This design comes from an exercise in tuning for small area on the open sky130 flow, not from production work.
Only simulation tests tie the RTL to the original design; equivalence was not proved.
No driver is modelled on the clock port, so clocking that relies on it looks cheaper here than on a real chip.
Power and IR drop assume default switching activity.

===== flow/design.v =====
module drive_state_fsm #(
    parameter [31:0] EXCL_CLS   = 32'h0000_0064, EXCL_INST   = 32'h0000_0001, EXCL_ATTR   = 32'h0000_2000,
    parameter [31:0] CW_CLS     = 32'h0000_0064, CW_INST     = 32'h0000_0001, CW_ATTR     = 32'h0000_6040,
    parameter [31:0] SW_CLS     = 32'h0000_0064, SW_INST     = 32'h0000_0001, SW_ATTR     = 32'h0000_6041,
    parameter [31:0] OPMODE_CLS = 32'h0000_0064, OPMODE_INST = 32'h0000_0001, OPMODE_ATTR = 32'h0000_6060,
    parameter [31:0] JOG_CLS    = 32'h0000_0065, JOG_INST    = 32'h0000_0002, JOG_ATTR    = 32'h0000_2101,
    parameter [31:0] JOGVEL_CLS = 32'h0000_0065, JOGVEL_INST = 32'h0000_0002, JOGVEL_ATTR = 32'h0000_60FF,
    parameter [31:0] POLL_TICKS        = 32'd100,    
    parameter [31:0] RETRY_DELAY_TICKS = 32'd500
) (
    input  wire        clk,
    input  wire        rst,             
    input  wire        tick,
    input  wire        cmd_valid,
    input  wire [63:0] cmd_word,
    output wire        cmd_ready,
    output reg         done,
    output wire [3:0]  res_code,
    output reg  [3:0]  res_op,
    output reg  [7:0]  res_detail,
    output reg  [15:0] res_sw,
    output reg         res_sw_valid,
    output reg  [2:0]  phase,
    output wire        busy,
    output reg  [15:0] last_sw,
    output reg         last_sw_valid,
    output wire        alarm_stop_fail,
    output reg         req_valid,
    output reg         req_write,       
    output reg  [31:0] req_cls,
    output reg  [31:0] req_inst,
    output reg  [31:0] req_attr,
    output reg  [2:0]  req_len,         
    output reg  [31:0] req_data,        
    input  wire        rsp_valid,
    input  wire        rsp_ok,
    input  wire [1:0]  rsp_len,         
    input  wire [15:0] rsp_data         
);
    localparam [2:0] OP_NONE  = 3'd0, OP_CLAIM = 3'd1, OP_ENABLE = 3'd2, OP_DISABLE = 3'd3,
                     OP_TRIG  = 3'd4, OP_STOP  = 3'd5, OP_RDSTAT = 3'd6, OP_WAITB   = 3'd7;
    localparam [2:0] RC_OK = 3'd0, RC_TIMEOUT = 3'd1, RC_TRANSPORT = 3'd2,
                     RC_ENCODING = 3'd3, RC_PHASE = 3'd4, RC_ILLEGAL = 3'd5,
                     RC_ARG = 3'd6, RC_NONE = 3'd7;
    localparam [2:0] PH_IDLE = 3'd0, PH_CLAIMED = 3'd1, PH_RTSO = 3'd2,
                     PH_SWON = 3'd3, PH_OPEN = 3'd4, PH_RELEASED = 3'd5;
    reg  [2:0]  op;         
    reg         slp;        
    reg         enrd;       
    reg  [1:0]  k;          
    reg  [2:0]  aux;        
    reg  [7:0]  n;          
    reg  [31:0] W;          
    reg  [31:0] C;          
    reg  [8:0]  P;          
    reg         ld;         
    reg         Cov;        
    reg         stop_fail;
    reg  [2:0]  rc;
    assign busy            = (op != OP_NONE);
    assign cmd_ready       = ~busy;
    assign alarm_stop_fail = stop_fail;
    assign res_code        = {&rc, rc};
    wire [3:0] w_opc = cmd_word[3:0];
    wire z_hi = (cmd_word[63:32] == 32'd0);
    wire z_h  = (cmd_word[31:16] == 16'd0);
    wire z_b  = (cmd_word[15:8]  == 8'd0);
    wire z_z  = (cmd_word[7:4]   == 4'd0);
    reg  w_legal;
    always @(*) begin
        case (w_opc)
            4'd1:    w_legal = z_z && (cmd_word[15:9] == 7'd0);
            4'd2:    w_legal = z_z && z_b && z_h;
            4'd3,
            4'd5,
            4'd6:    w_legal = z_z && z_b && z_h && z_hi;
            4'd4:    w_legal = z_z && z_hi;
            4'd7:    w_legal = z_z && z_h && (cmd_word[15:13] == 3'd0);
            default: w_legal = 1'b0;
        endcase
    end
    wire accept = cmd_valid && !busy;
    wire rsp    = rsp_valid && busy && !slp;
    wire wake;              
    wire is_en   = (op == OP_ENABLE);
    wire wact    = (op == OP_WAITB) || (is_en && enrd);    
    wire rd_req  = wact || (op == OP_RDSTAT);              
    wire rd_sw   = rsp_ok && rsp_len[1];
    wire rd_enc  = rsp_ok && (rsp_len == 2'd1);
    wire       trig_retry = wake && (op == OP_TRIG);
    wire       last_att   = (C[23:17] == 7'h7F) && !C[16];
    wire [3:0] wb_sel = is_en ? {2'b00, n[1:0] - 2'd1} : {aux[1:0], k};
    wire       wb_tgt = is_en | aux[2];
    wire rd_match = rd_sw && (rsp_data[wb_sel] == wb_tgt);
    wire        ldnow = rsp && (op == OP_CLAIM) && (k == 2'd2);
    wire [31:0] Cm   = (ld | ldnow) ? ~W : C;
    reg  [32:0] cy;
    reg  [31:0] Cn;
    integer     i;
    always @(*) begin
        cy[0] = tick && wact;
        for (i = 0; i < 32; i = i + 1) begin
            Cn[i]   = Cm[i] ^ cy[i];
            cy[i+1] = (Cm[i] & cy[i]) | (i == 15 ? trig_retry : 1'b0);
        end
    end
    wire        dl   = Cov | (&C[31:1]);    
    wire [2:0]  mask_n = rsp_ok ? n[2:0] : (n[2:0] | {k == 2'd3, k == 2'd2, k == 2'd1});
    reg         n_adv;      
    wire        n_up = n_adv && !(&n);
    reg  [8:0]  Pn;
    reg  [7:0]  n_inc;
    reg  [9:0]  pcy;
    reg  [8:0]  ncy;
    always @(*) begin
        pcy[0] = tick && slp;
        for (i = 0; i < 9; i = i + 1) begin
            Pn[i]    = P[i] ^ pcy[i];
            pcy[i+1] = P[i] & pcy[i];
        end
        ncy[0] = n_up;
        for (i = 0; i < 8; i = i + 1) begin
            n_inc[i] = n[i] ^ ncy[i];
            ncy[i+1] = n[i] & ncy[i];
        end
    end
    assign wake = pcy[9];
    localparam [8:0] P_POLL  = 9'd0 - POLL_TICKS[8:0];
    localparam [8:0] P_RETRY = 9'd0 - RETRY_DELAY_TICKS[8:0];
    localparam [2:0] R_EXCL = 3'd0, R_CW = 3'd1, R_SW = 3'd2, R_OPMODE = 3'd3,
                     R_JOG = 3'd4, R_JOGVEL = 3'd5;
    reg [2:0] rsel;
    always @(*) begin
        req_write = 1'b1;
        req_len   = 3'd2;
        req_data  = 32'd0;
        rsel      = R_JOG;
        case (op)
            OP_CLAIM: begin
                if (k == 2'd1) begin
                    rsel = R_EXCL;   req_data = 32'd1;
                end else if (k == 2'd2) begin
                    rsel = R_OPMODE; req_data = {16'd0, ~C[15:0]};
                end else begin
                    rsel = R_JOGVEL; req_data = ~C; req_len = 3'd4;
                end
            end
            OP_ENABLE: begin
                if (enrd) begin
                    rsel = R_SW; req_write = 1'b0; req_len = 3'd0;
                end else begin
                    rsel = R_CW;
                    req_data = {28'd0, n[1:0] == 2'd3, 3'b110 | {2'b00, n[1:0] != 2'd1}};
                end
            end
            OP_DISABLE: rsel = (k == 2'd1) ? R_JOG : (k == 2'd2) ? R_CW : R_EXCL;
            OP_TRIG:    req_data = {16'd0, ~C[15:0]};
            OP_STOP:    ;
            default: begin
                rsel = R_SW; req_write = 1'b0; req_len = 3'd0;
            end
        endcase
        case (rsel)
            R_EXCL:   begin req_cls = EXCL_CLS;   req_inst = EXCL_INST;   req_attr = EXCL_ATTR;   end
            R_CW:     begin req_cls = CW_CLS;     req_inst = CW_INST;     req_attr = CW_ATTR;     end
            R_SW:     begin req_cls = SW_CLS;     req_inst = SW_INST;     req_attr = SW_ATTR;     end
            R_OPMODE: begin req_cls = OPMODE_CLS; req_inst = OPMODE_INST; req_attr = OPMODE_ATTR; end
            R_JOG:    begin req_cls = JOG_CLS;    req_inst = JOG_INST;    req_attr = JOG_ATTR;    end
            default:  begin req_cls = JOGVEL_CLS; req_inst = JOGVEL_INST; req_attr = JOGVEL_ATTR; end
        endcase
    end
    reg  [2:0]  op_n;
    reg         slp_n, enrd_n, ld_n, issue;
    reg  [1:0]  k_n;
    reg  [2:0]  aux_n;
    reg  [7:0]  n_n;
    reg  [2:0]  phase_n;
    reg         sf_n;
    reg         lswv_clr;
    reg         slp_ld, slp_retry;
    reg         fin;
    reg  [2:0]  f_rc;
    reg  [3:0]  f_op;
    reg         f_dz;        
    reg         f_cap;       
    wire        lsw_we  = rsp && rd_req && rd_sw;
    wire [15:0] lsw_n   = lsw_we ? rsp_data : last_sw;
    wire        lswv_n  = lsw_we | (last_sw_valid & ~lswv_clr);
    always @(*) begin
        op_n      = op;
        slp_n     = slp;
        enrd_n    = enrd;
        ld_n      = 1'b0;
        issue     = 1'b0;
        k_n       = k;
        aux_n     = aux;
        n_n       = n_inc;
        n_adv     = 1'b0;
        phase_n   = phase;
        sf_n      = stop_fail;
        lswv_clr  = 1'b0;
        slp_ld    = 1'b0;
        slp_retry = 1'b0;
        fin       = 1'b0;
        f_rc      = RC_OK;
        f_op      = {1'b0, op};
        f_dz      = 1'b0;
        f_cap     = 1'b0;
        if (accept) begin
            k_n     = (w_opc[2:0] == OP_WAITB) ? cmd_word[9:8] : 2'd1;
            aux_n   = {cmd_word[12] | (z_hi & ~cmd_word[0]), cmd_word[11],
                       cmd_word[10] | (cmd_word[8] & ~cmd_word[1])};
            n_n     = {7'd0, ~(cmd_word[0] & ~cmd_word[2])};
            f_dz    = 1'b1;
            enrd_n  = 1'b0;
            f_op    = w_opc;
            if (!w_legal) begin
                fin  = 1'b1;
                f_rc = RC_ILLEGAL;
            end else begin
                case (w_opc[2:0])
                    OP_CLAIM: begin
                        if (phase != PH_IDLE && phase != PH_RELEASED) begin
                            fin = 1'b1; f_rc = RC_PHASE;
                        end else begin
                            op_n = OP_CLAIM; issue = 1'b1;
                        end
                    end
                    OP_ENABLE: begin
                        if (phase != PH_CLAIMED && phase != PH_RTSO && phase != PH_SWON) begin
                            fin = 1'b1; f_rc = RC_PHASE;
                        end else begin
                            op_n = OP_ENABLE; issue = 1'b1;
                            phase_n  = PH_CLAIMED;
                            lswv_clr = 1'b1;
                        end
                    end
                    OP_TRIG: begin
                        if (phase != PH_OPEN) begin
                            fin = 1'b1; f_rc = RC_PHASE;
                        end else if (z_h || z_b) begin
                            fin = 1'b1; f_rc = RC_ARG;
                        end else begin
                            op_n = OP_TRIG; issue = 1'b1;
                        end
                    end
                    OP_RDSTAT: begin
                        op_n = OP_RDSTAT; issue = 1'b1; lswv_clr = 1'b1;
                    end
                    OP_WAITB: begin
                        lswv_clr = 1'b1;
                        if (z_hi) begin
                            fin = 1'b1; f_rc = RC_TIMEOUT; f_cap = 1'b1;
                        end else begin
                            op_n = OP_WAITB; issue = 1'b1; ld_n = 1'b1;
                        end
                    end
                    default: begin   
                        op_n = w_opc[2:0]; issue = 1'b1;
                    end
                endcase
            end
        end else if (rsp) begin
            case (op)
                OP_CLAIM: begin
                    n_n     = {5'd0, mask_n};
                    f_rc    = (mask_n == 3'd0) ? RC_OK : RC_TRANSPORT;
                    if (!rsp_ok && aux[0]) begin
                        fin = 1'b1;
                    end else if (k == 2'd3) begin
                        fin = 1'b1; phase_n = PH_CLAIMED;
                    end else begin
                        k_n = k + 2'd1; issue = 1'b1;
                    end
                end
                OP_DISABLE: begin
                    n_n     = {5'd0, mask_n};
                    f_rc    = (mask_n == 3'd0) ? RC_OK : RC_TRANSPORT;
                    if (k == 2'd1) sf_n = !rsp_ok;
                    if (k == 2'd3) begin
                        fin = 1'b1; phase_n = PH_RELEASED;
                    end else begin
                        k_n = k + 2'd1; issue = 1'b1;
                    end
                end
                OP_STOP: begin
                    f_dz = 1'b1;
                    sf_n = !rsp_ok;
                    fin  = 1'b1;
                    f_rc = rsp_ok ? RC_OK : RC_TRANSPORT;
                end
                OP_TRIG: begin
                    if (rsp_ok) begin
                        fin = 1'b1;
                    end else if (last_att) begin
                        fin = 1'b1; f_rc = RC_TRANSPORT;
                    end else begin
                        slp_n = 1'b1; slp_ld = 1'b1; slp_retry = 1'b1;
                    end
                end
                OP_RDSTAT: begin
                    f_dz  = 1'b1;
                    fin   = 1'b1;
                    f_cap = 1'b1;
                    f_rc  = rd_sw ? RC_OK : rd_enc ? RC_ENCODING : RC_TRANSPORT;
                end
                default: begin   
                    f_cap = 1'b1;
                    if (is_en && !enrd) begin
                        if (!rsp_ok) begin
                            fin = 1'b1; f_rc = RC_TRANSPORT;
                        end else begin
                            lswv_clr = 1'b1;
                            if (aux[2]) begin
                                fin = 1'b1; f_rc = RC_TIMEOUT;
                            end else begin
                                enrd_n = 1'b1; issue = 1'b1; ld_n = 1'b1;
                            end
                        end
                    end else begin
                        if (rd_enc) begin
                            fin = 1'b1; f_rc = RC_ENCODING;
                        end else if (rd_match) begin
                            if (is_en) begin
                                phase_n = {1'b0, n[1:0]} + 3'd1;
                                if (n[1:0] == 2'd3) begin
                                    fin = 1'b1; f_dz = 1'b1;
                                end else begin
                                    n_adv = 1'b1; enrd_n = 1'b0; issue = 1'b1;
                                end
                            end else begin
                                fin = 1'b1;
                            end
                        end else begin
                            slp_n = 1'b1; slp_ld = 1'b1;
                        end
                    end
                end
            endcase
        end else if (wake) begin
            slp_n = 1'b0;
            if (op == OP_TRIG) begin
                issue = 1'b1; n_adv = 1'b1;
            end else begin
                f_cap = 1'b1;
                if (dl) begin
                    fin = 1'b1; f_rc = RC_TIMEOUT;
                end else begin
                    issue = 1'b1; n_adv = !is_en;
                end
            end
        end
        if (fin) begin
            op_n  = OP_NONE;
            slp_n = 1'b0;
        end
    end
    always @(posedge clk) begin
        ld   <= ld_n;
        k    <= k_n;
        aux  <= aux_n;
        n    <= n_n;
        if (accept) begin
            W  <= cmd_word[63:32];
        end
        C <= Cn;
        if (accept)
            C[23:0] <= ~{cmd_word[15:8], cmd_word[31:16]};
        Cov <= ~ld & (Cov | cy[32]);
        if (slp_ld)
            P <= slp_retry ? P_RETRY : P_POLL;
        else
            P <= Pn;
    end
    always @(posedge clk) begin
        if (rst) begin
            op            <= OP_NONE;
            slp           <= 1'b0;
            enrd          <= 1'b0;
            phase         <= PH_IDLE;
            stop_fail     <= 1'b0;
            last_sw       <= 16'd0;
            last_sw_valid <= 1'b0;
            rc            <= RC_NONE;
            res_op        <= 4'd0;
            res_detail    <= 8'd0;
            res_sw        <= 16'd0;
            res_sw_valid  <= 1'b0;
            done          <= 1'b0;
            req_valid     <= 1'b0;
        end else begin
            op            <= op_n;
            slp           <= slp_n;
            enrd          <= enrd_n;
            phase         <= phase_n;
            stop_fail     <= sf_n;
            last_sw       <= lsw_n;
            last_sw_valid <= lswv_n;
            done          <= fin;
            req_valid     <= issue;
            if (fin) begin
                rc           <= f_rc;
                res_op       <= f_op;
                res_detail   <= f_dz ? 8'd0 : n_n;
                res_sw       <= f_cap ? lsw_n : 16'd0;
                res_sw_valid <= f_cap & lswv_n;
            end
        end
    end
endmodule

===== flow/flow/run.sh =====
#!/bin/bash
# Own layout flow: the standard flow (standard.sh, unchanged synthesis) with
#  - port buffers made from the smallest buffer cell,
#  - constant output ports tied in small groups along the die edge, one tie
#    cell per group (pre_gpl.tcl), instead of one tie cell per port,
#  - a hand-built two-level clock tree (pre_cts.tcl): clk -> one root buffer ->
#    leaf buffers, each driving one region's flip-flops; TritonCTS is told to
#    leave those nets alone.
# Each tool's full output stays in orfs/logs/ (ORFS's own logs); make's output
# goes to standard.log.
set -euo pipefail
cat >> config.mk <<EOC
export BUFFER_PORTS_ARGS = -buffer_cell sky130_fd_sc_hd__buf_1
export SKIP_REPAIR_TIE_FANOUT = 1
export PRE_GLOBAL_PLACE_TCL = $PWD/flow/pre_gpl.tcl
export CTS_ARGS = -dont_use_dummy_load -buf_list sky130_fd_sc_hd__clkbuf_8
export PRE_CTS_TCL = $PWD/flow/pre_cts.tcl
EOC
bash standard.sh > standard.log 2>&1

===== flow/flow/pre_cts.tcl =====
# Hand-built clock tree, sourced by ORFS's cts.tcl before clock_tree_synthesis.
# clk -> root buffer -> NLEAF leaf buffers -> flip-flop clock pins. The sinks
# are cut into NLEAF regions of about equal size (columns by x, then rows by y)
# and each leaf buffer starts at its region's centroid; cts.tcl's detailed
# placement legalizes them. All paths have the same two buffers.
set nleaf 10
set leafcell sky130_fd_sc_hd__clkbuf_8
set rootcell sky130_fd_sc_hd__clkbuf_8

set block [ord::get_db_block]
set net [$block findNet clk]
set pts {}
foreach it [$net getITerms] {
  if {[[$it getMTerm] getName] == "CLK"} {
    set loc [[$it getInst] getLocation]
    lappend pts [list [lindex $loc 0] [lindex $loc 1] $it]
  }
}
set n [llength $pts]
set ncol [expr {int(round(sqrt($nleaf)))}]
set pts [lsort -integer -index 0 $pts]
set groups {}
set done 0
set gdone 0
for {set c 0} {$c < $ncol} {incr c} {
  set rows [expr {$nleaf / $ncol + ($c < $nleaf % $ncol ? 1 : 0)}]
  set upto [expr {int(round(double($n) * ($gdone + $rows) / $nleaf))}]
  set col [lsort -integer -index 1 [lrange $pts $done [expr {$upto - 1}]]]
  set m [llength $col]
  for {set r 0} {$r < $rows} {incr r} {
    set a [expr {int(round(double($m) * $r / $rows))}]
    set b [expr {int(round(double($m) * ($r + 1) / $rows)) - 1}]
    lappend groups [lrange $col $a $b]
  }
  set done $upto
  incr gdone $rows
}
set lmaster [[ord::get_db] findMaster $leafcell]
set rmaster [[ord::get_db] findMaster $rootcell]
set rootnet [odb::dbNet_create $block clknet_root]
$rootnet setSigType CLOCK
set skip [list clknet_root]
set i 0
set sx 0
set sy 0
foreach g $groups {
  set x 0
  set y 0
  foreach p $g {
    incr x [lindex $p 0]
    incr y [lindex $p 1]
  }
  set x [expr {$x / [llength $g]}]
  set y [expr {$y / [llength $g]}]
  incr sx $x
  incr sy $y
  set buf [odb::dbInst_create $block $lmaster clkleaf_$i]
  $buf setLocation $x $y
  $buf setPlacementStatus PLACED
  set lnet [odb::dbNet_create $block clknet_leaf_$i]
  $lnet setSigType CLOCK
  foreach p $g {
    set it [lindex $p 2]
    $it disconnect
    $it connect $lnet
  }
  [$buf findITerm X] connect $lnet
  [$buf findITerm A] connect $rootnet
  lappend skip clknet_leaf_$i
  incr i
}
set root [odb::dbInst_create $block $rmaster clkroot]
$root setLocation [expr {$sx / $i}] [expr {$sy / $i}]
$root setPlacementStatus PLACED
[$root findITerm X] connect $rootnet
[$root findITerm A] connect $net
puts "pre_cts.tcl: hand-built clock tree, $n sinks, $i leaf buffers ($leafcell), root $rootcell"
set_cts_config -skip_nets $skip

===== flow/flow/pre_gpl.tcl =====
# Constant outputs: synthesis leaves one tie cell per constant value. Give each
# run of up to $tie_group neighbouring output ports (in order around the die)
# its own tie cell, so no tie net spans the whole die. Sourced by ORFS's
# global_place.tcl after the ports are placed; the buffers synthesis put between
# the tie cells and the ports are removed first (as global_place.tcl does next).
set tie_group 6
remove_buffers
set block [ord::get_db_block]
set die [$block getDieArea]
set dw [$die dx]
set dh [$die dy]
proc perim_pos {bt dw dh} {
  set bb [$bt getBBox]
  set x [expr {([$bb xMin] + [$bb xMax]) / 2}]
  set y [expr {([$bb yMin] + [$bb yMax]) / 2}]
  set d [list $y [expr {$dw - $x}] [expr {$dh - $y}] $x]
  set m [lindex [lsort -integer $d] 0]
  if {$m == [lindex $d 0]} { return $x }
  if {$m == [lindex $d 1]} { return [expr {$dw + $y}] }
  if {$m == [lindex $d 2]} { return [expr {$dw + $dh + $dw - $x}] }
  return [expr {2 * $dw + $dh + $dh - $y}]
}
set k 0
foreach inst [$block getInsts] {
  set master [$inst getMaster]
  if {[$master getName] ne "sky130_fd_sc_hd__conb_1"} { continue }
  foreach pin {HI LO} {
    set it [$inst findITerm $pin]
    set net [$it getNet]
    if {$net eq "NULL"} { continue }
    set bts {}
    foreach bt [$net getBTerms] { lappend bts [list [perim_pos $bt $dw $dh] $bt] }
    if {[llength $bts] <= $tie_group} { continue }
    set bts [lsort -integer -index 0 $bts]
    set first 1
    for {set i 0} {$i < [llength $bts]} {incr i $tie_group} {
      set grp [lrange $bts $i [expr {$i + $tie_group - 1}]]
      if {$first} { set first 0; continue }
      set t [odb::dbInst_create $block $master "tie_split_$k"]
      set nn [odb::dbNet_create $block "tie_split_net_$k"]
      foreach p $grp {
        set bt [lindex $p 1]
        $bt disconnect
        $bt connect $nn
      }
      [$t findITerm $pin] connect $nn
      incr k
    }
  }
}
puts "pre_gpl.tcl: $k extra tie cells for constant output ports"

===== flow/standard.sh =====
#!/bin/bash
# synth_recipe.tcl (not shown) runs the flow's synth.tcl, then flattens the netlist and writes it again
# the make line also repeats each setting of config.mk as NAME=value (left out here)
make -C /OpenROAD-flow-scripts/flow DESIGN_CONFIG=/design/flow/config.mk WORK_HOME=/design/flow/orfs CLKGATE_MAP_FILE= SYNTH_SCRIPT=/design/flow/synth_recipe.tcl "${@:-finish}"

===== flow/config.mk =====
export PLATFORM = sky130hd
export DESIGN_NAME = drive_state_fsm
export DESIGN_NICKNAME = drive_state_fsm
export VERILOG_FILES = /design/flow/design.v
export SDC_FILE = /design/flow/constraint.sdc
export NUM_CORES = 4
export LEC_CHECK = 0
export CAP_MARGIN = 20
export CORE_MARGIN = 2
export CORE_UTILIZATION = 40
export PLACE_DENSITY = 0.6
export SLEW_MARGIN = 20
export BUFFER_PORTS_ARGS = -buffer_cell sky130_fd_sc_hd__buf_1
export SKIP_REPAIR_TIE_FANOUT = 1
export PRE_GLOBAL_PLACE_TCL = /design/flow/flow/pre_gpl.tcl
export CTS_ARGS = -dont_use_dummy_load -buf_list sky130_fd_sc_hd__clkbuf_8
export PRE_CTS_TCL = /design/flow/flow/pre_cts.tcl

===== flow/constraint.sdc =====
create_clock -name core_clock -period 10.0 [get_ports {clk}]
set_input_delay 2.0000 -clock core_clock [delete_from_list [all_inputs] [get_ports {clk}]]
set_output_delay 2.0000 -clock core_clock [all_outputs]
set_load 0.01 [all_outputs]

==> run summary, run 1 <==
status complete, no violations; Overflow after GRT 0; Clk Latency, worst-skew pair 430 ps; Rows 52; Post-CTS Hold Buffers 0; crit end category flop; RSZ-0062 raised after global routing no; Slew Limit Fails 0; nets@finish 1,156; crit share post-route 89.29%; Mapped Area 8278 um^2; Wirelength per Cell 18.00 um; Mean Syn Cell Area 8.998 um^2; CP max-delay cell a31o_2; Required @ worst endpoint 10,330 ps; CP peak stage delay 480 ps; die area 21,860 um^2; initial DRC count 491; Hold Fails Final Rpt 0; synth warn 1; vias 6,878; Slew @ Worst Pin 989.2 ps; worst-path fanout max 24; GRT Overall Usage 19.86%; Yosys top cell area share 26.84%; Worst setup SP type primary input; Post-synth EDFFs 37; Clock transition at path regs 100 ps; post-synthesis sequential area ratio 40.27%; PostCTS Resize Cnt 0; Worst Path Buf+Inv 2; post-CTS setup buffers 0; worst hold-check path type flop to flop; Pleak 3.646 nW; Die X 147.9 um; most frequent cell after synthesis nor2_1; Mapped Cells 920; post-DR vias/cell 5.365; max_slew headroom 33.84%; Pint 775.4 uW; DP HPWL 17,670 um; Clock Skew 7.737 ps; Flop pwr share 61.7%; Final Power 1.063 mW; antenna-violating nets left 0; Largest delay share family, worst path adder cells; routability congestion estimate 0.9435; Async SR Flop Fraction 0%; initial antenna violation count 1; vias in the first global route 6,484; layout cells sized above 1 4.253%; Area Growth Syn to Fin 5.532%; most used cell, CP ha_1; highest clock rate 112.0 MHz; min cycle time layout 8929 ps; Final TNS setup 0 ps; Sw Ratio 27.08%; Port Buffers 193; Main synth FF type dfxtp_1; number of distinct library cells after synthesis 77; first-pass GRT wire length 35,160 um; Max Cap Violations 0; Residual DRC 0; Clock Power Share 27.0%; Initial Utilization 40.78%; Post-synth top cells nor2_1 (126), dfxtp_1 (111), buf_4 (95); Peak VDD IR 0.06856 mV; Yosys reg bits 148; Final Non-Filler Cells 1,282; largest net degree at the start of global routing 63; 1st-pass router iterations 6; Worst Setup Path Type primary input to flop; Sw Pwr 287.9 uW; crit path DAT 9260 ps; Top Ports 278; Core Box Area 20,300 um^2; total wire length 23,070 um; Die Span Y 147.9 um; Synth area leaders dfxtp_1 (27%), edfxtp_1 (13%), buf_4 (8.6%), ha_1 (8.2%), nor2_1 (5.7%); area leader, netlist dfxtp_1; Inst Count DP 1,270; Setup-failing EPs final 0; Power Dens Cells 121.7 nW/um^2; Logic pwr share 11.3%
routing by layer:
metal	part of all wire, %	up-vias	GRT usage (%)
met1	45	3194	28.87
met5	0	-	0
li1	-	3365	-
met4	2.8	0	4.857
met3	7.2	41	1.667
met2	45	278	32.12
state kept, by name, indices dropped and copies added (netlist names), 4 cells and up:
| name | count |
|---|---|
| n | 8 |
| res_op | 4 |
| res_detail | 8 |
| last_sw | 16 |
| P | 9 |
| W | 32 |
| C | 32 |
| res_sw | 16 |
worst reg2reg max path: cells and delay by family (launching register included):
family / cells / cell delay (ps)
DFF: 1 / 820
AOI/OAI and AO/OA: 3 / 630
adders and majority gates: 32 / 5940
and+or+nand+nor: 5 / 790
buffers and inverters: 1 / 200
placed cells by master, fill, tap and decap left out, drive strengths merged, types with 8 or more instances in the layout:
master	netlist	routed
o21ai	51	51
nor4	18	18
and2	16	16
dfxtp	111	111
ha	54	54
conb	2	15
nor3	13	13
a211oi	8	8
nor2	127	127
nand4	12	12
inv	18	18
a22o	18	18
a21oi	58	58
buf	105	202
mux2i	24	24
nand3	8	8
edfxtp	37	37
or3	8	8
nand2b	10	10
clkbuf	30	11
a31o	11	11
nand2	74	74
nor2b	10	10
metrics by stage:
step / util (%) / worst slack [ps] / cell area (um^2) / hold WS, ps
after floorplan: - / 760.9 / 8278 / 393.3
after global placement: 42.20 / 833.7 / 8567 / 452.0
after detailed placement: 42.28 / 657.5 / 8582 / 450.6
after CTS: 43.02 / 644.6 / 8733 / 452.3
after global routing: 43.04 / 765.5 / 8736 / 489.4
final: 43.04 / 1071 / 8736 / 472.2
cell families after synthesis:
| group | synth area share, % |
|---|---|
| AOI/OAI and AO/OA | 17.28 |
| xor gates and xnor gates | 0.4233 |
| adders and majority gates | 8.404 |
| buffers and inverters | 11.55 |
| DFF | 40.27 |
| muxes | 3.446 |
| other | 0.09072 |
| and+or+nand+nor | 18.55 |
final cells by class:
| cell class | count | area, um^2 |
|---|---|---|
| Fill cell | 2086 | 11560 |
| Buffer | 11 | 151.4 |
| Timing Repair Buffer | 202 | 799.5 |
| Tap cell | 270 | 337.8 |
| Antenna cell | 1 | 2.502 |
| Inverter | 19 | 71.32 |
| Multi-Input combinational cell | 631 | 4040 |
| Sequential cell | 148 | 3333 |
power groups by stage:
stage	registers [mW]	logic [mW]	clock network (mW)
finish	0.656	0.120	0.287
global route	0.659	0.136	0.317
CTS	0.670	0.119	0.203
global placement	0.669	0.118	0
floorplan	0.662	0.103	0
detailed placement	0.669	0.118	0
final timing paths:
kind / slack (ps) / endpoint / cells past startpoint / start
setup / recovery: 1070 / Cov / 40 / rsp_valid
setup reg to reg: 1570 / Cov / 41 / op[2]
hold / removal: 470 / res_detail[0] / 2 / res_detail[0]
hold reg to reg: 470 / res_detail[0] / 2 / res_detail[0]
==> run 2: changes to the inputs <==
--- a/flow/flow/pre_cts.tcl
+++ b/flow/flow/pre_cts.tcl
@@ -3,7 +3,7 @@
 # are cut into NLEAF regions of about equal size (columns by x, then rows by y)
 # and each leaf buffer starts at its region's centroid; cts.tcl's detailed
 # placement legalizes them. All paths have the same two buffers.
-set nleaf 10
+set nleaf 9
 set leafcell sky130_fd_sc_hd__clkbuf_8
 set rootcell sky130_fd_sc_hd__clkbuf_8
 
--- a/flow/config.mk
+++ b/flow/config.mk
@@ -7,8 +7,8 @@
 export LEC_CHECK = 0
 export CAP_MARGIN = 20
 export CORE_MARGIN = 2
-export CORE_UTILIZATION = 40
-export PLACE_DENSITY = 0.6
+export CORE_UTILIZATION = 70
+export PLACE_DENSITY = 0.9
 export SLEW_MARGIN = 20
 export BUFFER_PORTS_ARGS = -buffer_cell sky130_fd_sc_hd__buf_1
 export SKIP_REPAIR_TIE_FANOUT = 1
==> run 2 against run 1 <==
Effect of this change: via count rose by 5.1%; clock power fell by 6%; core utilization rose by 31 points; power fell by 1.6%; hold slack improved by 7.6 ps; critical path type unchanged; register-to-register slack got worse by 190 ps; sequential share of layout area rose by 0.91 points; still clean on timing, DRC and antenna; global-route usage rose by 12 points.
==> run summary, run 2 <==
Hold Fails Final Rpt 0; status complete, no violations; most frequent cells in the layout buf_1 (193), nor2_1 (126), dfxtp_1 (111), nand2_1 (74), a21oi_1 (58); Final Non-Filler Cells 1,150; layout cells sized above 1 3.873%; Clock Skew 28.07 ps; Clk Latency, worst-skew pair 440 ps; post-synthesis compound-gate area fraction 17.28%; Post-DP Area 8391 um^2; length in cells of the worst reg-to-reg path 41; Post-Layout Inst Area 8533 um^2; RSZ-0062 raised after global routing no; total inserted antenna cells 0; Die Span Y 112.7 um; Inst Count DP 1,140; most frequent cell after synthesis nor2_1; Crit Reg-Reg Endpoint Cov; Mapped Cells 920; Area Growth Syn to Fin 3.083%; post-synthesis simple-gate area fraction 18.55%; largest net degree at the start of global routing 63; Yosys reg bits 148; Synth area leaders dfxtp_1 (27%), edfxtp_1 (13%), buf_4 (8.6%), ha_1 (8.2%), nor2_1 (5.7%); Slew Limit Fails 0; Port Buffers 193; Setup-failing EPs final 0; FF-to-FF setup slack 1380 ps; Post-CTS Hold Buffers 0; antenna-violating nets left 0; Core Box Area 11,470 um^2; crit share post-route 91.00%; Residual DRC 0; GRT Overall Usage 32.13%; Pleak 3.621 nW; Top Ports 278; Clock transition at path regs 100 ps; Post-synth top cells nor2_1 (126), dfxtp_1 (111), buf_4 (95); worst hold-check path type flop to flop; most used cell, CP ha_1; crit path DAT 9420 ps; die area 12,710 um^2; 1st-pass router iterations 5; number of distinct library cells after synthesis 77; FF-to-FF Start op[2]; Peak VDD IR 0.1451 mV; hold slack 479.8 ps; Die X 112.7 um; max_slew headroom 37.03%; post-CTS setup buffers 0; post-DR vias/cell 6.289; Final TNS setup 0 ps; synth warn 1; post-synthesis sequential area ratio 40.27%; register area 3333 um^2; Largest regs C (32), W (32); Main synth FF type dfxtp_1; PostCTS Resize Cnt 0; mux contribution to synthesized area 3.446%; Slew @ Worst Pin 941.6 ps; fill count 861; Hold Path Stages 1; commonest non-fill, non-tap cell in the layout buf_1; first-pass GRT wire length 33,290 um; Adder-Cell Fraction of Synth Area 8.404%; routability congestion estimate 0.9493; main combinational cell family by area after synthesis simple AND/OR/NAND/NOR gates; Mean Syn Cell Area 8.998 um^2; vias in the first global route 6,685; min cycle time layout 9100 ps; Max Cap Violations 0; total wire length 21,510 um; Worst setup SP type primary input; DP HPWL 16,190 um; Critical Path Start rsp_valid; Required @ worst endpoint 10,320 ps; multi-input gate area in the final layout 4043 um^2; Async SR Flop Fraction 0%; crit end category flop; Wirelength per Cell 18.71 um; Power Dens Cells 122.6 nW/um^2; initial DRC count 736; nets@finish 1,152; Post-synth EDFFs 37; initial antenna violation count 0; area leader, netlist dfxtp_1; Worst Setup Path Type primary input to flop; worst-path fanout max 44; highest clock rate 109.9 MHz; Overflow after GRT 0; Rows 39; vias 7,232; Yosys top cell area share 26.84%; CP peak stage delay 440 ps; Synth Area in XOR/XNOR 0.4232%; Mapped Area 8278 um^2; CP endpoint Cov; CP max-delay cell buf_4; Initial Utilization 72.19%
-- run 2: where the power goes --
part	switching [mW]	leakage, nW	internal (mW)	total (mW)
sequential	0.0169	1.27	0.637	0.654
clock	0.181	0.0719	0.0904	0.271
combinational	0.0815	2.28	0.0395	0.121
total	0.279	3.62	0.767	1.05
-- run 2: final cells by class --
| class | instances | share of cell area (%) |
|---|---|---|
| multi-input cells | 631 | 47.38 |
| flip-flops and latches | 148 | 39.06 |
| repair buffers | 199 | 9.018 |
| well taps | 143 | 2.097 |
| plain buffers | 10 | 1.613 |
| inverters | 19 | 0.8358 |
-- run 2: logic make-up (layout without fill, tap and decap cells) --
| logic type | count (synthesis) | count (layout) |
|---|---|---|
| compound gates | 211 | 211 |
| buf+inv | 154 | 228 |
| xor+xnor | 4 | 4 |
| other cells | 2 | 15 |
| simple gates | 318 | 318 |
| fa+ha+maj | 55 | 55 |
| mux | 28 | 28 |
| flops | 148 | 148 |
-- run 2: through the flow --
stage / utilization (%) / setup WS, ps / power (mW)
CTS: 74.37 / 536.1 / 0.9785
finish: 74.41 / 900.3 / 1.046
floorplan: - / 760.9 / 0.7654
detailed placement: 73.17 / 564.9 / 0.7849
global route: 74.41 / 464.8 / 1.081
global placement: 73.17 / 806.9 / 0.7817
-- run 2: routing by layer --
layer	vias to the layer above	wire length, um	global-route usage [%]
met2	452	9976	53.57
met5	-	0	0
met3	81	1966	3.856
met4	0	943	12.03
met1	3341	8628	43.29
li1	3358	-	-
-- run 2: worst min path at each step --
stage	end	start	slack (ps)
6_report	res_detail[6]	res_detail[6]	480
5_1_grt	res_detail[0]	res_detail[0]	490
4_1_cts	res_detail[5]	res_detail[5]	460
3_5_place_dp	res_detail[0]	res_detail[0]	460
3_3_place_gp	res_detail[0]	res_detail[0]	450
2_1_floorplan	Cov	ld	390
-- run 2: worst max-delay path, delay by kind of cell --
kind / cells / cell delay, ps
AOI/OAI and AO/OA: 3 / 740
adders and majority gates: 30 / 5630
buffers and inverters: 3 / 740
and+or+nand+nor: 3 / 330
==> run 3: changes to the inputs <==
--- a/flow/flow/pre_cts.tcl
+++ b/flow/flow/pre_cts.tcl
@@ -3,7 +3,7 @@
 # are cut into NLEAF regions of about equal size (columns by x, then rows by y)
 # and each leaf buffer starts at its region's centroid; cts.tcl's detailed
 # placement legalizes them. All paths have the same two buffers.
-set nleaf 9
+set nleaf 10
 set leafcell sky130_fd_sc_hd__clkbuf_8
 set rootcell sky130_fd_sc_hd__clkbuf_8
 
==> run 3 against run 2 <==
Effect of this change: sequential share of layout area down 0.063 points; critical path depth unchanged; highest routed layer unchanged; final area is 0.16% higher; critical path type unchanged; still clean on timing, DRC and antenna; largest cell class unchanged.
==> run summary, run 3 <==
worst hold-check path type flop to flop; post-CTS setup buffers 0; commonest non-fill, non-tap cell in the layout buf_1; min cycle time layout 9072 ps; GRT Overall Usage 32.25%; die area 12,710 um^2; first-pass GRT wire length 33,330 um; most used cell, CP ha_1; met2 Use GR 54.37%; Core Box Area 11,470 um^2; Post-Layout Inst Area 8547 um^2; Post-synth top cells nor2_1 (126), dfxtp_1 (111), buf_4 (95); Rows 39; setup ws final 927.8 ps; post-synthesis sequential area ratio 40.27%; Area Growth Syn to Fin 3.250%; crit path DAT 9390 ps; Mean Syn Cell Area 8.998 um^2; Peak VDD IR 0.1502 mV; Port Buffers 193; vias in the first global route 6,648; Yosys top cell area share 26.84%; Mapped Cells 920; worst hold endpoint res_detail[6]; initial DRC count 681; Clock transition at path regs 100 ps; largest net degree at the start of global routing 63; Worst Setup Path Type primary input to flop; Pleak 3.628 nW; 1st-pass router iterations 5; worst hold start res_detail[6]; Post-CTS Hold Buffers 0; Clk Latency, worst-skew pair 440 ps; Required @ worst endpoint 10,320 ps; Top Ports 278; layout cells sized above 1 3.968%; initial antenna violation count 0; Max Cap Violations 0; total inserted antenna cells 0; FF-to-FF Start op[2]; most frequent cell after synthesis nor2_1; RSZ-0062 raised after global routing no; FF-to-FF setup slack 1410 ps; synth warn 1; Final TNS setup 0 ps; CP max-delay cell buf_4; Async SR Flop Fraction 0%; max_slew headroom 35.21%; Clock Skew 30.30 ps; hold slack 480.6 ps; number of distinct library cells after synthesis 77; grt peak-use layer met2; Hold Fails Final Rpt 0; most frequent cells in the layout buf_1 (193), nor2_1 (126), dfxtp_1 (111), nand2_1 (74), a21oi_1 (58); antenna-violating nets left 0; Main synth FF type dfxtp_1; Die X 112.7 um; Setup-failing EPs final 0; Overflow after GRT 0; highest clock rate 110.2 MHz; Wirelength per Cell 18.70 um; Post-synth EDFFs 37; Die Span Y 112.7 um; CP peak stage delay 440 ps; post-DR vias/cell 6.250; PostCTS Resize Cnt 0; Worst setup SP type primary input; total wire length 21,520 um; Slew Limit Fails 0; length in cells of the worst reg-to-reg path 41; vias 7,194; Slew @ Worst Pin 968.7 ps; Power Dens Cells 123.6 nW/um^2; nets@finish 1,153; routability congestion estimate 0.9493; DP Worst Slack 564.9 ps; GR Util met3 4.231%; Residual DRC 0; crit share post-route 90.72%; Crit Reg-Reg Endpoint Cov; status complete, no violations; Post-DP Area 8391 um^2; Yosys reg bits 148; Largest regs C (32), W (32); crit end category flop; worst-path fanout max 44; GR met1 Demand/Resource 43.46%; Initial Utilization 72.19%; DP HPWL 16,190 um; Mapped Area 8278 um^2; Synth area leaders dfxtp_1 (27%), edfxtp_1 (13%), buf_4 (8.6%), ha_1 (8.2%), nor2_1 (5.7%); area leader, netlist dfxtp_1; Hold Path Stages 1
run 3: cell types whose count changed in the layout (fill, tap and decap cells not counted), sizes merged:
| cell | previous run | this run |
|---|---|---|
| clkbuf | 10 | 11 |
run 3: stage by stage:
stage / total power, mW / utilization (%) / instances
finish: 1.057 / 74.53 / 1151
global route: 1.096 / 74.53 / 1151
CTS: 0.9889 / 74.49 / 1151
detailed placement: 0.7849 / 73.17 / 1140
global placement: 0.7817 / 73.17 / 1140
floorplan: 0.7654 / - / 920
run 3: area by class of cell:
class                   instances  area, um^2
well taps                     143       178.9
flip-flops and latches        148        3333
fillers                       883        2920
multi-input cells             631        4043
plain buffers                  11       151.4
repair buffers                199       769.5
inverters                      19       71.32
run 3: cells by family after synthesis:
family	share of synthesized area, %
adders and majority gates	8.404
and+or+nand+nor	18.55
muxes	3.446
DFF	40.27
xor gates and xnor gates	0.4233
AOI/OAI and AO/OA	17.28
other	0.09072
buffers and inverters	11.55
run 3: per-layer routing:
layer  vias to the layer above  part of all wire, %
li1                       3360                    -
met1                      3313                   40
met2                       439                   47
met3                        82                  9.4
met4                         0                  4.0
met5                         -                    0
run 3: how the worst max path moves through the flow:
stage / start / end / slack, ps / cells past startpoint
finish: rsp_valid / Cov / 930 / 39
global route: rsp_valid / Cov / 480 / 39
CTS: rsp_valid / Cov / 530 / 39
detailed placement: rsp_valid / Cov / 560 / 39
global placement: rsp_valid / Cov / 810 / 39
floorplan: rsp_valid / Cov / 760 / 41
run 3: critical path, delay by kind of cell:
kind	cells	cell delay, ps
simple gates	3	330
buf+inv	3	730
fa+ha+maj	30	5620
compound gates	3	730
run 3: report_power, final:
part	leakage [nW]	internal [mW]	total, mW	switching [mW]
clock	0.0791	0.0989	0.282	0.183
combinational	2.28	0.0394	0.121	0.0815
sequential	1.27	0.637	0.654	0.0169
total	3.63	0.775	1.06	0.281
==> run 4: changes to the inputs <==
--- a/flow/config.mk
+++ b/flow/config.mk
@@ -7,8 +7,8 @@
 export LEC_CHECK = 0
 export CAP_MARGIN = 20
 export CORE_MARGIN = 2
-export CORE_UTILIZATION = 70
-export PLACE_DENSITY = 0.9
+export CORE_UTILIZATION = 55
+export PLACE_DENSITY = 0.8
 export SLEW_MARGIN = 20
 export BUFFER_PORTS_ARGS = -buffer_cell sky130_fd_sc_hd__buf_1
 export SKIP_REPAIR_TIE_FANOUT = 1
==> run 4 against run 3 <==
Effect of this change: still clean on timing, DRC and antenna; sequential share of layout area fell by 0.24 points; fmax rose by 4.4%; sequential power barely moved; final area rose by 0.63%; register-to-register slack improved by 290 ps; power fell by 0.19%; first-iteration DRC count fell by 11%; wire length rose by 0.73%; largest power group unchanged.
==> run summary, run 4 <==
Mean Syn Cell Area 8.998 um^2; synth warn 1; worst hold-check path type flop to flop; crit path DAT 9020 ps; number of distinct library cells after synthesis 77; total wire length 21,680 um; GRT Overall Usage 26.14%; 1st-pass router iterations 7; Post-synth top cells nor2_1 (126), dfxtp_1 (111), buf_4 (95); Yosys top cell area share 26.84%; Die X 126.7 um; FF-to-FF setup slack 1700 ps; Worst Setup Path Type primary input to flop; antenna-violating nets left 0; Main synth FF type dfxtp_1; RSZ-0062 raised after global routing no; largest net degree at the start of global routing 63; Synth area leaders dfxtp_1 (27%), edfxtp_1 (13%), buf_4 (8.6%), ha_1 (8.2%), nor2_1 (5.7%); Core Box Area 14,640 um^2; setup ws final 1307 ps; Required @ worst endpoint 10,330 ps; CP peak stage delay 330 ps; area leader, netlist dfxtp_1; Post-synth EDFFs 37; Max Cap Violations 0; Peak VDD IR 0.08476 mV; Final TNS setup 0 ps; initial DRC count 605; Area Growth Syn to Fin 3.900%; vias 6,999; vias in the first global route 6,574; highest clock rate 115.0 MHz; crit share post-route 86.93%; total inserted antenna cells 0; Top Ports 278; Port Buffers 193; Pleak 3.628 nW; fill count 1,297; Worst setup SP type primary input; Slew Limit Fails 0; Slew @ Worst Pin 974.6 ps; DP HPWL 16,530 um; post-CTS setup buffers 0; Yosys reg bits 148; Overflow after GRT 0; most frequent cell after synthesis nor2_1; die area 16,050 um^2; crit end category flop; commonest non-fill, non-tap cell in the layout buf_1; Mapped Cells 920; layout cells sized above 1 4.067%; Power Dens Cells 122.6 nW/um^2; Post-CTS Hold Buffers 0; Clock Skew 12.47 ps; Mapped Area 8278 um^2; most used cell, CP ha_1; register area 3333 um^2; nets@finish 1,153; CP max-delay cell a31o_2; post-synthesis sequential area ratio 40.27%; Rows 44; Wirelength per Cell 18.19 um; multi-input gate area in the final layout 4045 um^2; routability congestion estimate 0.9479; min cycle time layout 8693 ps; initial antenna violation count 0; most frequent cells in the layout buf_1 (193), nor2_1 (126), dfxtp_1 (111), nand2_1 (73), a21oi_1 (58); Clk Latency, worst-skew pair 440 ps; Residual DRC 0; Async SR Flop Fraction 0%; Initial Utilization 56.53%; Clock transition at path regs 90 ps; status complete, no violations; Setup-failing EPs final 0; Hold Fails Final Rpt 0; post-DR vias/cell 5.872; PostCTS Resize Cnt 0; first-pass GRT wire length 34,330 um; max_slew headroom 34.82%; worst-path fanout max 11; DP Worst Slack 875.2 ps; Die Span Y 126.7 um; Largest regs C (32), W (32)
## run 4: cell counts after synthesis
No cell type changed its count.
## run 4: worst paths after layout
check	startpoint	endpoint	depth (start not counted)
setup / recovery	rsp_valid	Cov	41
hold / removal	res_detail[7]	res_detail[7]	1
setup reg to reg	op[2]	Cov	41
hold reg to reg	res_detail[7]	res_detail[7]	1
## run 4: critical path, delay by kind of cell
family,cells,cell delay (ps)
simple gates,4,360
buf+inv,2,270
fa+ha+maj,32,5850
compound gates,3,530
## run 4: area by class of cell
class	instances	area share (%)
Buffer	11	1.760
Tap cell	184	2.677
Sequential cell	148	38.75
Multi-Input combinational cell	631	47.03
Timing Repair Buffer	199	8.947
Inverter	19	0.8292
## run 4: cell families after synthesis
| group | synth area share, % |
|---|---|
| AO/OA/AOI/OAI | 17.28 |
| XOR/XNOR | 0.4233 |
| adder cells (fa/ha/maj) | 8.404 |
| buffers and inverters | 11.55 |
| flip-flops | 40.27 |
| multiplexers | 3.446 |
| other | 0.09072 |
| AND/OR/NAND/NOR | 18.55 |
## run 4: report_power, final
group | switching, mW | total [mW] | internal, mW | leakage (nW)
sequential | 0.0169 | 0.654 | 0.637 | 1.27
combinational | 0.0804 | 0.120 | 0.0393 | 2.28
clock | 0.182 | 0.281 | 0.0988 | 0.0791
## run 4: stage by stage
step | total power [mW] | hold WS [ps] | instances | area, um^2 | util [%]
floorplan | 0.7654 | 393.3 | 920 | 8278 | -
global placement | 0.7834 | 452.7 | 1181 | 8444 | 57.66
detailed placement | 0.7852 | 455.1 | 1181 | 8444 | 57.66
CTS | 0.9889 | 452.1 | 1192 | 8596 | 58.70
global route | 1.100 | 513.0 | 1192 | 8601 | 58.73
finish | 1.055 | 481.6 | 1192 | 8601 | 58.73
## run 4: routing by layer
layer	global-route usage (%)	vias to the layer above	routed length, um
met5	0	-	0
met3	2.404	57	1734
met1	36.29	3248	9072
met4	7.951	0	829
met2	43.66	331	10040
li1	-	3363	-
==> run 5: changes to the inputs <==
--- a/flow/flow/run.sh
+++ b/flow/flow/run.sh
@@ -5,7 +5,8 @@
 #    cell per group (pre_gpl.tcl), instead of one tie cell per port,
 #  - a hand-built two-level clock tree (pre_cts.tcl): clk -> one root buffer ->
 #    leaf buffers, each driving one region's flip-flops; TritonCTS is told to
-#    leave those nets alone.
+#    leave those nets alone,
+#  - cells on paths with slack sized down after CTS (post_cts.tcl).
 # Each tool's full output stays in orfs/logs/ (ORFS's own logs); make's output
 # goes to standard.log.
 set -euo pipefail
@@ -15,5 +16,6 @@
 export PRE_GLOBAL_PLACE_TCL = $PWD/flow/pre_gpl.tcl
 export CTS_ARGS = -dont_use_dummy_load -buf_list sky130_fd_sc_hd__clkbuf_8
 export PRE_CTS_TCL = $PWD/flow/pre_cts.tcl
+export POST_CTS_TCL = $PWD/flow/post_cts.tcl
 EOC
 bash standard.sh > standard.log 2>&1
==> flow/flow/post_cts.tcl (new file) <==
# After CTS and its timing repair: size cells on paths with timing slack down
# to smaller variants (OpenROAD's power recovery); the global-route repair that
# follows still fixes any slew, capacitance or timing this leaves.
repair_timing -recover_power 100
--- a/flow/config.mk
+++ b/flow/config.mk
@@ -7,11 +7,12 @@
 export LEC_CHECK = 0
 export CAP_MARGIN = 20
 export CORE_MARGIN = 2
-export CORE_UTILIZATION = 55
-export PLACE_DENSITY = 0.8
+export CORE_UTILIZATION = 40
+export PLACE_DENSITY = 0.6
 export SLEW_MARGIN = 20
 export BUFFER_PORTS_ARGS = -buffer_cell sky130_fd_sc_hd__buf_1
 export SKIP_REPAIR_TIE_FANOUT = 1
 export PRE_GLOBAL_PLACE_TCL = /design/flow/flow/pre_gpl.tcl
 export CTS_ARGS = -dont_use_dummy_load -buf_list sky130_fd_sc_hd__clkbuf_8
 export PRE_CTS_TCL = /design/flow/flow/pre_cts.tcl
+export POST_CTS_TCL = /design/flow/flow/post_cts.tcl
==> run 5 against run 4 <==
Effect of this change: still clean; global-route usage down 6.3 points; critical path type unchanged; first-iteration DRC count down 16%; core utilization down 16 points; final area up 1.6%; power up 0.84%; clock skew down 4.8 ps.
==> run summary, run 5 <==
status complete, no violations; Top Ports 278; Mean Syn Cell Area 8.998 um^2; vias 6,910; Yosys top cell area share 26.84%; Mapped Cells 920; nets@finish 1,159; Rows 52; antenna-violating nets left 0; 1st-pass router iterations 5; Mapped Area 8278 um^2; Clock Skew 7.689 ps; Worst Setup Path Type primary input to flop; FF-to-FF setup slack 1310 ps; worst-path fanout max 24; Logic pwr share 11.4%; Power Dens Cells 121.7 nW/um^2; vias in the first global route 6,472; Sw Ratio 27.00%; die area 21,860 um^2; first-pass GRT wire length 35,130 um; Clk Latency, worst-skew pair 430 ps; Largest regs C (32), W (32); CP peak stage delay 540 ps; number of distinct library cells after synthesis 77; crit path DAT 9540 ps; Core Box Area 20,300 um^2; synth warn 1; initial DRC count 509; register area 3333 um^2; crit end category flop; Slew Limit Fails 0; DP HPWL 17,670 um; CP max-delay cell a31o_2; Peak VDD IR 0.06854 mV; fill count 2,093; post-synthesis sequential area ratio 40.27%; area leader, netlist dfxtp_1; Post-synth EDFFs 37; worst hold-check path type flop to flop; commonest non-fill, non-tap cell in the layout buf_1; Overflow after GRT 0; most frequent cells in the layout buf_1 (192), nor2_1 (127), dfxtp_1 (111), nand2_1 (73), a21oi_1 (58); Required @ worst endpoint 10,330 ps; routability congestion estimate 0.9435; multi-input gate area in the final layout 4019 um^2; Final TNS setup 0 ps; Slew @ Worst Pin 924.7 ps; min cycle time layout 9207 ps; Clock transition at path regs 100 ps; total wire length 22,990 um; layout cells sized above 1 3.846%; post-DR vias/cell 5.377; RSZ-0062 raised after global routing no; crit share post-route 92.07%; Setup-failing EPs final 0; initial antenna violation count 1; most frequent cell after synthesis nor2_1; hold slack 472.0 ps; Residual DRC 0; Pleak 3.653 nW; Hold Fails Final Rpt 0; GRT Overall Usage 19.86%; Port Buffers 193; largest net degree at the start of global routing 63; Flop pwr share 61.6%; highest clock rate 108.6 MHz; Clock Power Share 26.9%; Max Cap Violations 0; Die X 147.9 um; most used cell, CP ha_1; Main synth FF type dfxtp_1; Worst setup SP type primary input; Pint 776.5 uW; Post-synth top cells nor2_1 (126), dfxtp_1 (111), buf_4 (95); Synth area leaders dfxtp_1 (27%), edfxtp_1 (13%), buf_4 (8.6%), ha_1 (8.2%), nor2_1 (5.7%); Wirelength per Cell 17.89 um; Yosys reg bits 148; Async SR Flop Fraction 0%; Sw Pwr 287.1 uW; Initial Utilization 40.78%; max_slew headroom 38.12%; Area Growth Syn to Fin 5.577%; Die Span Y 147.9 um
[run 5: cell types whose count changed in the layout (fill, tap and decap cells not counted), sizes merged]
cell    before  now
diode        0    1
buf        199  200
clkbuf      11   16
[run 5: final timing paths]
kind	start	end	cells past startpoint
min	res_detail[0]	res_detail[0]	2
min reg2reg	res_detail[0]	res_detail[0]	2
max	rsp_valid	Cov	40
max reg2reg	op[2]	Cov	40
[run 5: per-layer routing]
metal / global-route usage, % / share of wire (%)
met1: 28.92 / 46
met2: 32.05 / 45
met3: 1.667 / 6.9
met4: 4.857 / 2.8
met5: 0 / 0
[run 5: area by class of cell]
| class | count | area share, % |
|---|---|---|
| Multi-Input combinational cell | 631 | 45.98 |
| Tap cell | 270 | 3.865 |
| Sequential cell | 148 | 38.14 |
| Inverter | 19 | 0.8160 |
| Timing Repair Buffer | 205 | 9.435 |
| Antenna cell | 1 | 0.02863 |
| Buffer | 11 | 1.732 |
[run 5: metrics by stage]
stage	utilization, %	instance area [um^2]	total power [mW]	setup slack (ps)	cells
2_1_floorplan	-	8278	0.7654	760.9	920
3_3_place_gp	42.20	8567	0.7871	833.7	1269
3_5_place_dp	42.28	8582	0.7877	657.5	1270
5_1_grt	43.05	8740	1.112	462.3	1285
6_report	43.05	8740	1.064	793.3	1285
[run 5: worst max-delay path: cells and delay by family]
kind	cells	cell delay, ps
adder cells (fa/ha/maj)	32	5910
AO/OA/AOI/OAI	3	830
buffers and inverters	2	510
AND/OR/NAND/NOR	3	280
[run 5: logic make-up after synthesis]
| kind of cell | Yosys count | synth area share [%] |
|---|---|---|
| other cells | 2 | 0.09072 |
| buf+inv | 154 | 11.55 |
| mux | 28 | 3.446 |
| fa+ha+maj | 55 | 8.404 |
| simple gates | 318 | 18.55 |
| flops | 148 | 40.27 |
| xor+xnor | 4 | 0.4233 |
| compound gates | 211 | 17.28 |
[run 5: power groups by stage]
stage	logic, mW	clock network (mW)	registers (mW)
floorplan	0.103	0	0.662
global placement	0.118	0	0.669
detailed placement	0.118	0	0.669
global route	0.137	0.317	0.659
finish	0.121	0.287	0.656
==> run 6: changes to the inputs <==
==> flow/flow/run.sh (replaced) <==
#!/bin/bash
# Own layout flow: the standard flow (standard.sh, unchanged synthesis) with
#  - port buffers made from the smallest buffer cell,
#  - a hand-built two-level clock tree (pre_cts.tcl): clk -> one root buffer ->
#    leaf buffers, each driving one region's flip-flops; TritonCTS is told to
#    leave those nets alone.
# Each tool's full output stays in orfs/logs/ (ORFS's own logs); make's output
# goes to standard.log.
set -euo pipefail
cat >> config.mk <<EOC
export BUFFER_PORTS_ARGS = -buffer_cell sky130_fd_sc_hd__buf_1
export CTS_ARGS = -dont_use_dummy_load -buf_list sky130_fd_sc_hd__clkbuf_8
export PRE_CTS_TCL = $PWD/flow/pre_cts.tcl
EOC
bash standard.sh > standard.log 2>&1
--- a/flow/config.mk
+++ b/flow/config.mk
@@ -11,8 +11,5 @@
 export PLACE_DENSITY = 0.6
 export SLEW_MARGIN = 20
 export BUFFER_PORTS_ARGS = -buffer_cell sky130_fd_sc_hd__buf_1
-export SKIP_REPAIR_TIE_FANOUT = 1
-export PRE_GLOBAL_PLACE_TCL = /design/flow/flow/pre_gpl.tcl
 export CTS_ARGS = -dont_use_dummy_load -buf_list sky130_fd_sc_hd__clkbuf_8
 export PRE_CTS_TCL = /design/flow/flow/pre_cts.tcl
-export POST_CTS_TCL = /design/flow/flow/post_cts.tcl
removed: flow/flow/post_cts.tcl
removed: flow/flow/pre_gpl.tcl
==> run 6 against run 5 <==
Effect of this change: via count grew 2.1%; synthesized area is the same; final area grew 2.7%; still clean; hold slack lost 8.2 ps; critical path type unchanged; sequential power is essentially flat; die area is the same.
==> run summary, run 6 <==
status complete, no violations; Clock Power Share 26.9%; RSZ-0062 raised after global routing no; vias in the first global route 6,464; post-CTS setup buffers 0; largest net degree at the start of global routing 64; Clk Latency, worst-skew pair 440 ps; worst-path fanout max 44; initial DRC count 567; highest clock rate 115.3 MHz; Clock transition at path regs 100 ps; Largest regs C (32), W (32); crit path DAT 9010 ps; Power Dens Cells 118.2 nW/um^2; die area 21,860 um^2; Hold Path Stages 1; Hold Fails Final Rpt 0; GRT Overall Usage 19.97%; commonest non-fill, non-tap cell in the layout buf_1; first-pass GRT wire length 35,400 um; Post-synth EDFFs 37; worst hold-check path type flop to flop; area leader, netlist dfxtp_1; Post-synth top cells nor2_1 (126), dfxtp_1 (111), buf_4 (95); Pleak 3.861 nW; most frequent cell after synthesis nor2_1; Flop pwr share 61.7%; Die X 147.9 um; max_slew headroom 32.65%; Final Non-Filler Cells 1,349; DP Worst Slack 854.5 ps; total wire length 23,070 um; 1st-pass router iterations 5; DP HPWL 17,740 um; Slew @ Worst Pin 1007 ps; Post-Layout Inst Area 8977 um^2; length in cells of the worst reg-to-reg path 41; Peak VDD IR 0.08342 mV; total inserted antenna cells 0; Mapped Cells 920; vias 7,056; Synth area leaders dfxtp_1 (27%), edfxtp_1 (13%), buf_4 (8.6%), ha_1 (8.2%), nor2_1 (5.7%); Post-DP Area 8826 um^2; Mapped Area 8278 um^2; Sw Pwr 285.8 uW; setup ws final 1328 ps; layout cells sized above 1 3.892%; Final Core Density 44.22%; Worst Setup Path Type primary input to flop; Wirelength per Cell 17.10 um; post-DR vias/cell 5.231; Final TNS setup 0 ps; Pint 775.4 uW; Yosys top cell area share 26.84%; antenna-violating nets left 0; initial antenna violation count 0; min cycle time layout 8672 ps; Slew Limit Fails 0; Initial Utilization 40.78%; Worst setup SP type primary input; number of distinct library cells after synthesis 77; most used cell, CP ha_1; Post-CTS Hold Buffers 0; post-synthesis sequential area ratio 40.27%; Top Ports 278; hold slack 463.8 ps; Inst Count DP 1,338; CP peak stage delay 380 ps; Final Power 1.061 mW; Setup-failing EPs final 0; most frequent cells in the layout buf_1 (193), nor2_1 (126), dfxtp_1 (111), conb_1 (84), nand2_1 (73); nets@finish 1,224; Async SR Flop Fraction 0%; Die Span Y 147.9 um; PostCTS Resize Cnt 0; Sw Ratio 26.94%; Core Box Area 20,300 um^2; Residual DRC 0; routability congestion estimate 0.9315; Max Cap Violations 0; Required @ worst endpoint 10,340 ps; synth warn 1; Main synth FF type dfxtp_1; Logic pwr share 11.4%; crit end category flop; crit share post-route 86.72%; Yosys reg bits 148; Rows 52; CP max-delay cell buf_4; Port Buffers 193; Overflow after GRT 0; Clock Skew 9.230 ps; Mean Syn Cell Area 8.998 um^2; Area Growth Syn to Fin 8.449%
run 6: cell counts after synthesis:
No cell type changed its count.
run 6: final timing paths:
| path | to | startpoint | slack (ps) |
|---|---|---|---|
| setup reg to reg | Cov | op[2] | 1740 |
| setup / recovery | Cov | rsp_valid | 1330 |
| hold / removal | Cov | ld | 460 |
| hold reg to reg | Cov | ld | 460 |
run 6: cells by family (layout without fill, tap and decap cells):
logic type / Yosys count / after routing / share of synthesized area [%]
muxes: 28 / 28 / 3.446
other: 2 / 84 / 0.09072
buffers and inverters: 154 / 231 / 11.55
adders and majority gates: 55 / 55 / 8.404
DFF: 148 / 148 / 40.27
xor gates and xnor gates: 4 / 4 / 0.4233
and+or+nand+nor: 318 / 318 / 18.55
AOI/OAI and AO/OA: 211 / 211 / 17.28
run 6: worst max-delay path: cells and delay by family:
family	cells	cell delay (ps)
adders and majority gates	30	5490
buffers and inverters	3	680
AOI/OAI and AO/OA	3	540
and+or+nand+nor	3	300
run 6: per-layer routing:
layer	vias up	GRT usage (%)	wire, um
li1	3432	-	-
met1	3274	29.29	10550
met2	318	31.72	10400
met3	32	2.377	1624
met4	0	4.286	495
met5	-	0	0
run 6: power by group through the flow:
stage               clock (mW)  combinational (mW)  sequential, mW
floorplan                    0               0.103           0.662
global placement             0               0.119           0.669
detailed placement           0               0.120           0.669
CTS                      0.203               0.120           0.669
global route             0.315               0.137           0.658
finish                   0.285               0.121           0.655
run 6: layout make-up:
type	instances	area [um^2]
Sequential cell	148	3333
Inverter	19	71.32
Fill cell	2067	11320
Multi-Input combinational cell	700	4299
Timing Repair Buffer	201	784.5
Tap cell	270	337.8
Buffer	11	151.4

==> re-timing with driven ports <==
Ports are ideal in the flow. The routed layouts listed here were re-timed in OpenROAD. Step 1 sets driving cells, clkbuf_16 on the clock port and buf_2 on the other inputs (assumed; they add their load-dependent delay and slew). Step 2 moves the port delays by t, midway between the first and last clock arrival at a register: inputs arrive t later, outputs are due t later. That takes back most of the time a late clock gives input paths. Three values: ideal, step 1, step 2; two values: the first two.
| run | shift t [ns] | slack for setup (ns) | worst hold slack (ns) | worst setup path after step 2 | worst register clock-pin slew, ns |
|---|---|---|---|---|---|
| run 1 | 0.468 | 1.071 / 1.040 / 0.572 | 0.472 / 0.472 / 0.472 | input to register | 0.10 / 0.10 |
| run 2 | 0.461 | 0.900 / 0.890 / 0.429 | 0.480 / 0.480 / 0.480 | input to register | 0.12 / 0.12 |
| run 3 | 0.465 | 0.928 / 0.916 / 0.452 | 0.481 / 0.481 / 0.481 | input to register | 0.12 / 0.12 |
| run 4 | 0.470 | 1.307 / 1.295 / 0.825 | 0.482 / 0.482 / 0.482 | input to register | 0.10 / 0.10 |
| run 5 | 0.467 | 0.793 / 0.763 / 0.296 | 0.472 / 0.472 / 0.472 | input to register | 0.10 / 0.10 |
| run 6 | 0.468 | 1.328 / 1.320 / 0.852 | 0.464 / 0.464 / 0.464 | input to register | 0.10 / 0.10 |
After both steps setup and hold are still met in every run listed. The setup slack of run 1, which loses most, moves by -0.031 ns with the drivers and by -0.499 ns with both steps.
